What follows belongs to an exercise in optimizing a design on an open flow for small area, a short achievable clock period and few clock cycles per item; a production flow would make more cautious choices. Function was checked by simulation only, so behaviour that the tests miss may differ from the original.

==> flow/design.v <==
module idct_g_1d (
    input  wire signed [15:0] b0,
    input  wire signed [15:0] b1,
    input  wire signed [15:0] b2,
    input  wire signed [15:0] b3,
    input  wire signed [15:0] b4,
    input  wire signed [15:0] b5,
    input  wire signed [15:0] b6,
    input  wire signed [15:0] b7,
    output wire signed [23:0] o0,
    output wire signed [23:0] o1,
    output wire signed [23:0] o2,
    output wire signed [23:0] o3,
    output wire signed [23:0] o4,
    output wire signed [23:0] o5,
    output wire signed [23:0] o6,
    output wire signed [23:0] o7
);
    wire signed [23:0] x0 = b0;
    wire signed [23:0] x1 = b1;
    wire signed [23:0] x2 = b2;
    wire signed [23:0] x3 = b3;
    wire signed [23:0] x4 = b4;
    wire signed [23:0] x5 = b5;
    wire signed [23:0] x6 = b6;
    wire signed [23:0] x7 = b7;
    wire signed [23:0] t00 = x3 + x5;
    wire signed [23:0] t01 = x3 - x5;
    wire signed [23:0] t02 = (x2 + (x2 >>> 2)) + (x6 >>> 1);
    wire signed [23:0] t03 = (x2 >>> 1) - (x6 + (x6 >>> 2));
    wire signed [23:0] s04 = x0 + x4;
    wire signed [23:0] t0  = s04 + t02;
    wire signed [23:0] t1  = s04 - t02;
    wire signed [23:0] t2  = x0 - x4;
    wire signed [23:0] t3  = x1 + t00;
    wire signed [23:0] t4  = x1 - t00;
    wire signed [23:0] t5  = t01 + x7;
    wire signed [23:0] t6  = t01 - x7;
    wire signed [23:0] c_t4 = t4 - (t4 >>> 2) - (t4 >>> 4);
    wire signed [23:0] c_t6 = t6 - (t6 >>> 2) - (t6 >>> 4);
    wire signed [23:0] t7  = t4 + c_t6;
    wire signed [23:0] t8  = c_t4 - t6;
    wire signed [23:0] d_t3 = t3 + (t3 >>> 2) - (t3 >>> 4);
    wire signed [23:0] d_t5 = t5 + (t5 >>> 2) - (t5 >>> 4);
    wire signed [23:0] t9  = d_t3 + (t5 >>> 2);
    wire signed [23:0] t10 = (t3 >>> 2) - d_t5;
    wire signed [23:0] t11 = t2 + t03;
    wire signed [23:0] t12 = t2 - t03;
    assign o0 = t0  + t9;
    assign o1 = t11 + t7;
    assign o2 = t12 + t8;
    assign o3 = t1  + t10;
    assign o4 = t1  - t10;
    assign o5 = t12 - t8;
    assign o6 = t11 - t7;
    assign o7 = t0  - t9;
endmodule
module b2bdu_idct_g (
    input  wire        clk,
    input  wire        rst,         
    input  wire        in_valid,
    output wire        in_ready,
    input  wire [31:0] in_coef,     
    input  wire [7:0]  in_dst,      
    input  wire        in_add,      
    output wire        out_valid,
    input  wire        out_ready,
    output wire [7:0]  out_pix,     
    output wire [1:0]  out_err      
);
    localparam [1:0] S_LOAD = 2'd0, S_COL = 2'd1, S_ROW = 2'd2, S_OUT = 2'd3;
    reg [1:0]  state;
    reg [5:0]  idx;         
    reg [2:0]  cnt;         
    reg        add_mode;
    reg        err1;        
    reg        err2;        
    reg [1:0]  err_code;
    reg signed [15:0] coef [0:63];    
    reg signed [15:0] mid  [0:63];    
    reg        [7:0]  dst  [0:63];    
    wire in_fire  = in_valid & in_ready;
    wire out_fire = out_valid & out_ready;
    assign in_ready  = (state == S_LOAD);
    assign out_valid = (state == S_OUT);
    assign out_pix   = dst[idx];
    assign out_err   = err_code;
    wire coef_oor = ~((&in_coef[31:15]) | ~(|in_coef[31:15]));
    reg  signed [15:0] kin [0:7];
    wire signed [23:0] kout [0:7];
    integer k;
    always @(*) begin
        for (k = 0; k < 8; k = k + 1) begin
            if (state == S_COL)
                kin[k] = coef[8*k + cnt];
            else
                kin[k] = mid[8*cnt + k];
        end
    end
    idct_g_1d u_1d (
        .b0(kin[0]), .b1(kin[1]), .b2(kin[2]), .b3(kin[3]),
        .b4(kin[4]), .b5(kin[5]), .b6(kin[6]), .b7(kin[7]),
        .o0(kout[0]), .o1(kout[1]), .o2(kout[2]), .o3(kout[3]),
        .o4(kout[4]), .o5(kout[5]), .o6(kout[6]), .o7(kout[7])
    );
    reg col_oor;
    always @(*) begin
        col_oor = 1'b0;
        for (k = 0; k < 8; k = k + 1)
            if (kout[k] < -24'sd32768 || kout[k] > 24'sd32767)
                col_oor = 1'b1;
    end
    reg signed [23:0] rsum [0:7];
    reg        [7:0]  pix  [0:7];
    always @(*) begin
        for (k = 0; k < 8; k = k + 1) begin
            rsum[k] = (kout[k] >>> 6) + (add_mode ? $signed({16'd0, dst[8*cnt + k]}) : 24'sd0);
            if (rsum[k] < 0)
                pix[k] = 8'd0;
            else if (rsum[k] > 24'sd255)
                pix[k] = 8'd255;
            else
                pix[k] = rsum[k][7:0];
        end
    end
    always @(posedge clk) begin
        if (rst) begin
            state    <= S_LOAD;
            idx      <= 6'd0;
            cnt      <= 3'd0;
            add_mode <= 1'b0;
            err1     <= 1'b0;
            err2     <= 1'b0;
            err_code <= 2'd0;
        end else begin
            case (state)
                S_LOAD: if (in_fire) begin
                    if (idx == 6'd0) begin
                        add_mode <= in_add;
                        err1     <= coef_oor;
                    end else begin
                        err1     <= err1 | coef_oor;
                    end
                    idx <= idx + 6'd1;
                    if (idx == 6'd63) begin
                        state <= S_COL;
                        cnt   <= 3'd0;
                    end
                end
                S_COL: begin
                    err2 <= (cnt == 3'd0) ? col_oor : (err2 | col_oor);
                    cnt  <= cnt + 3'd1;
                    if (cnt == 3'd7)
                        state <= S_ROW;
                end
                S_ROW: begin
                    cnt <= cnt + 3'd1;
                    if (cnt == 3'd7) begin
                        state    <= S_OUT;
                        idx      <= 6'd0;
                        err_code <= err1 ? 2'd1 : (err2 ? 2'd2 : 2'd0);
                    end
                end
                S_OUT: if (out_fire) begin
                    idx <= idx + 6'd1;
                    if (idx == 6'd63)
                        state <= S_LOAD;
                end
            endcase
        end
    end
    always @(posedge clk) begin
        if (state == S_LOAD && in_fire) begin
            coef[idx] <= in_coef[15:0];
            dst[idx]  <= in_dst;
        end
        if (state == S_COL) begin
            for (k = 0; k < 8; k = k + 1)
                mid[8*k + cnt] <= kout[k][15:0];
        end
        if (state == S_ROW && !err1 && !err2) begin
            for (k = 0; k < 8; k = k + 1)
                dst[8*cnt + k] <= pix[k];
        end
    end
endmodule
==> flow/run.sh <==
#!/bin/bash
# synth_recipe.tcl (not shown) runs the flow's synth.tcl, then flattens the netlist and writes it again
# the make line also repeats each setting of config.mk as NAME=value (left out here)
make -C /OpenROAD-flow-scripts/flow DESIGN_CONFIG=/design/flow/config.mk WORK_HOME=/design/flow/orfs CLKGATE_MAP_FILE= SYNTH_SCRIPT=/design/flow/synth_recipe.tcl finish
==> flow/config.mk <==
export PLATFORM = sky130hd
export DESIGN_NAME = b2bdu_idct_g
export DESIGN_NICKNAME = b2bdu_idct_g
export VERILOG_FILES = /design/flow/design.v
export SDC_FILE = /design/flow/constraint.sdc
export NUM_CORES = 4
export LEC_CHECK = 0
export CAP_MARGIN = 20
export CORE_MARGIN = 2
export CORE_UTILIZATION = 40
export PLACE_DENSITY = 0.6
export SLEW_MARGIN = 20
==> flow/constraint.sdc <==
create_clock -name core_clock -period 13.0 [get_ports {clk}]
set_input_delay 2.6000 -clock core_clock [delete_from_list [all_inputs] [get_ports {clk}]]
set_output_delay 2.6000 -clock core_clock [all_outputs]
set_load 0.01 [all_outputs]
==> run summary <==
logic make-up (layout without fill, tap and decap cells):
family / after synthesis / in the layout
flops: 2561 / 2561
other cells: 0 / 27
mux: 813 / 813
fa+ha+maj: 771 / 771
simple gates: 2035 / 2035
buf+inv: 1266 / 3329
compound gates: 2921 / 2921
xor+xnor: 468 / 468
how the worst max path moves through the flow:
| stage | start | endpoint | slack, ns |
|---|---|---|---|
| 5_1_grt | state[1]$_SDFFE_PP0P_ | dst[53][7]$_DFFE_PP_ | -0.07 |
| 4_1_cts | cnt[1]$_SDFFE_PP0P_ | dst[41][6]$_DFFE_PP_ | 0.01 |
| 3_5_place_dp | cnt[2]$_SDFFE_PP0P_ | dst[44][7]$_DFFE_PP_ | -1.15 |
| 3_3_place_gp | cnt[2]$_SDFFE_PP0P_ | dst[12][7]$_DFFE_PP_ | -1.14 |
| 2_1_floorplan | cnt[1]$_SDFFE_PP0P_ | dst[14][0]$_DFFE_PP_ | 0.03 |
| 6_report | cnt[2]$_SDFFE_PP0P_ | dst[41][6]$_DFFE_PP_ | 0.39 |
cell usage in the layout (no fill, tap or decap), types with 67 or more instances in the layout:
cell,netlist,final
edfxtp_1,2536,2536
buf_4,7,2001
nor2_1,769,662
inv_1,643,639
a21oi_1,653,618
ha_1,586,576
nand2_1,508,496
o21ai_0,524,478
mux2i_1,383,381
o22ai_1,355,355
mux4_2,315,315
xnor2_1,336,303
clkbuf_16,0,289
a22oi_1,220,219
fa_1,185,185
a221oi_1,156,152
nand3_1,129,126
nor3_1,140,126
mux2_2,115,115
a21o_1,114,114
xor2_1,128,112
buf_12,0,105
o21bai_1,97,93
nand2b_1,79,79
a22o_1,72,72
a31oi_1,72,68
o21a_1,68,67
layout make-up:
class | instances | share of cell area
diodes | 27 | 0.000397
clock buffers | 340 | 0.0431
clock inverters | 159 | 0.0106
inverters | 649 | 0.0144
multi-input cells | 7008 | 0.343
flip-flops and latches | 2561 | 0.450
well taps | 4557 | 0.0335
repair buffers | 2181 | 0.105
routing by layer:
metal | vias up | part of all wire | routed length (um) | GRT usage
li1 | 45300 | - | - | -
met1 | 55700 | 0.36 | 231000 | 0.458
met2 | 8258 | 0.43 | 277000 | 0.540
met3 | 1799 | 0.12 | 77900 | 0.0881
met4 | 22 | 0.094 | 61100 | 0.272
met5 | - | 0.00023 | 151 | 0
state kept, by name, indices dropped and copies added, names as in the netlist, named ones only:
register / flops
cnt: 3
mid: 1000
dst: 512
add_mode: 1
err2: 1
idx: 6
err1: 1
err_code: 2
state: 2
coef: 1024
critical path, delay by kind of cell (launching register included):
kind / cells / cell delay, ns
flops: 1 / 0.40
simple gates: 4 / 1.22
mux: 1 / 0.34
buf+inv: 12 / 2.00
xor+xnor: 4 / 1.33
fa+ha+maj: 10 / 3.54
compound gates: 16 / 3.40
per-stage QoR:
stage / std cells / cell area, um2 / utilization / setup TNS (ns)
after floorplan: 10800 / 138000 / - / 0
after CTS: 17400 / 169000 / 0.492 / 0
after detailed placement: 16900 / 160000 / 0.465 / -297.14
after global placement: 16900 / 159000 / 0.464 / -272.93
final: 17500 / 170000 / 0.496 / 0
after global routing: 17500 / 170000 / 0.496 / -5.38
what timing repair did:
item	4_1_cts	5_1_grt
gates cloned	0	6
buffers inserted	1	25
gates resized for setup	40	208
setup endpoints to repair	513	513
pin swaps	6	41
==> flow_summary.ini <==
[logic_synthesis]
yosysMostFrequentCell = edfxtp_1
muxShareOfSynthArea = 0.0886
synth_top_area_frac = 0.552
synth_fp_nets = 11700
synth_fa_ha_area_frac = 0.0800
synthCells = 10800
synth-edff-count = 2536
yosys_warnings = 7
seq_area_frac_synth = 0.555
synth_compound_area_frac = 0.141
synth.distinct_cells = 112
avgSynthCellArea_um2 = 12.7
yosys_register_bits = 2561
yosysTopAreaCell = edfxtp_1
yosys.area_share.simple = 0.0683
ys.flop_type = edfxtp_1
async_flop_share = 0
synth_commonest_cells = edfxtp_1, nor2_1, a21oi_1, inv_1, ha_1
synth_top_family_by_area = compound AO/OA/AOI/OAI gates
synth.area.top_cells = edfxtp_1, ha_1, mux4_2
syn_area_mm2 = 0.138
synth_xor_area_frac = 0.0300

[floorplan]
start_util = 0.402
num_io_pins = 57
dieArea_mm2 = 0.350
rows = 215
fp.dieW_um = 591
die_h_um = 591
design.core.area_mm2 = 0.343

[placed_design]
dp_hpwl_mm = 473
io_buffers = 56
post-place-ws_ns = -1.15
place_congestion = 1.05

[detailed_routing]
wl_per_cell_um = 37.0
ant_nets = 0
dr.pass1.iters = 7
drt_first_iter_violations = 17700
drc = 0
drt-total-wl_mm = 647
detailroute.via_count = 111000
vias_per_cell = 6.35

[worst_hold_path]
hold_path_class = register to register
hold_path_depth = 2
min_from = err_code[1]$_SDFFE_PP0P_
min_to = err_code[1]$_SDFFE_PP0P_

[timing]
fin_skew_ns = 0.0770
fmax_mhz = 79.3
fin_ws_ns = 0.391
finalHoldViolCount = 0
finalSetupViolations = 0
worst-slew-pin-transition_ns = 1.32
relSlewSlack = 0.121
slew_violations = 0
final.period_utilization = 0.970
hold_ws_ns = 0.499
min_period_ns = 12.61

[run_status]
status = finished clean

[final_layout]
seq_area_mm2 = 0.0767
layout-drive-gt1-share = 0.263
area_growth_pct = 23.4
fillCellCount = 30000
nets = 13500
multiInputGateArea_mm2 = 0.0584

[critical_path]
cp_max_fo = 9
slowest_stage = xor2_1
cpPeakStageDelay_ns = 0.64
start_kind = register
r2r-end = dst[41][6]$_DFFE_PP_
cp.arrival_ns = 13.21
cp.required_ns = 13.60
reg2regPathDepth = 47
cpMostUsedCell = buf_4
end_kind = register
rrSetupSlack_ns = 0.39
worstSetupPathType = register to register
worstReg2RegStart = cnt[2]$_SDFFE_PP0P_

[global_route]
grt_max_degree = 81
grt_pass1_vias = 106000
grt_pass1_wl_mm = 875
overflow = 0
grt_util_all_layers = 0.362
antenna_found_initial = 50

[clock_network]
hold_buffers = 0
h-tree-depth = 5
clk_latency_ns = 0.95
cts-root-buf = clkbuf_16
cts_buffers = 280
cts_max_path_buffers = 4
tritoncts = built
cts_sinks = 2561
clkTransAtPathRegs_ns = 0.06

[flow_run]
timing.max_cap.violations = 0
Testbench counts, summed over its fixed seeds: cycles 46,072, blocks 320.

[what the ideal ports hide]
How much do the figures lean on ideal ports? The routed layout below was timed once more, with nothing changed but the port constraints. Step 1, drivers: a clkbuf_16 drives clk and a buf_2 each remaining input, both assumed. Step 2 times the ports against the registers' clock, not the clock port: input delays grow and output delays shrink by t, the midpoint of the rising clock arrivals with the driver on. Slacks: ideal / step 1 / step 2; pairs: ideal / step 1.
shift t [ns]: 1.002
setup WS [ns]: 0.391 / 0.391 / 0.391
worst data-port slew with drivers (ns): 0.12
After both steps this run still meets setup and hold. For this run, drivers alone change the setup slack by 0.000 ns; drivers and shift together by 0.000 ns.
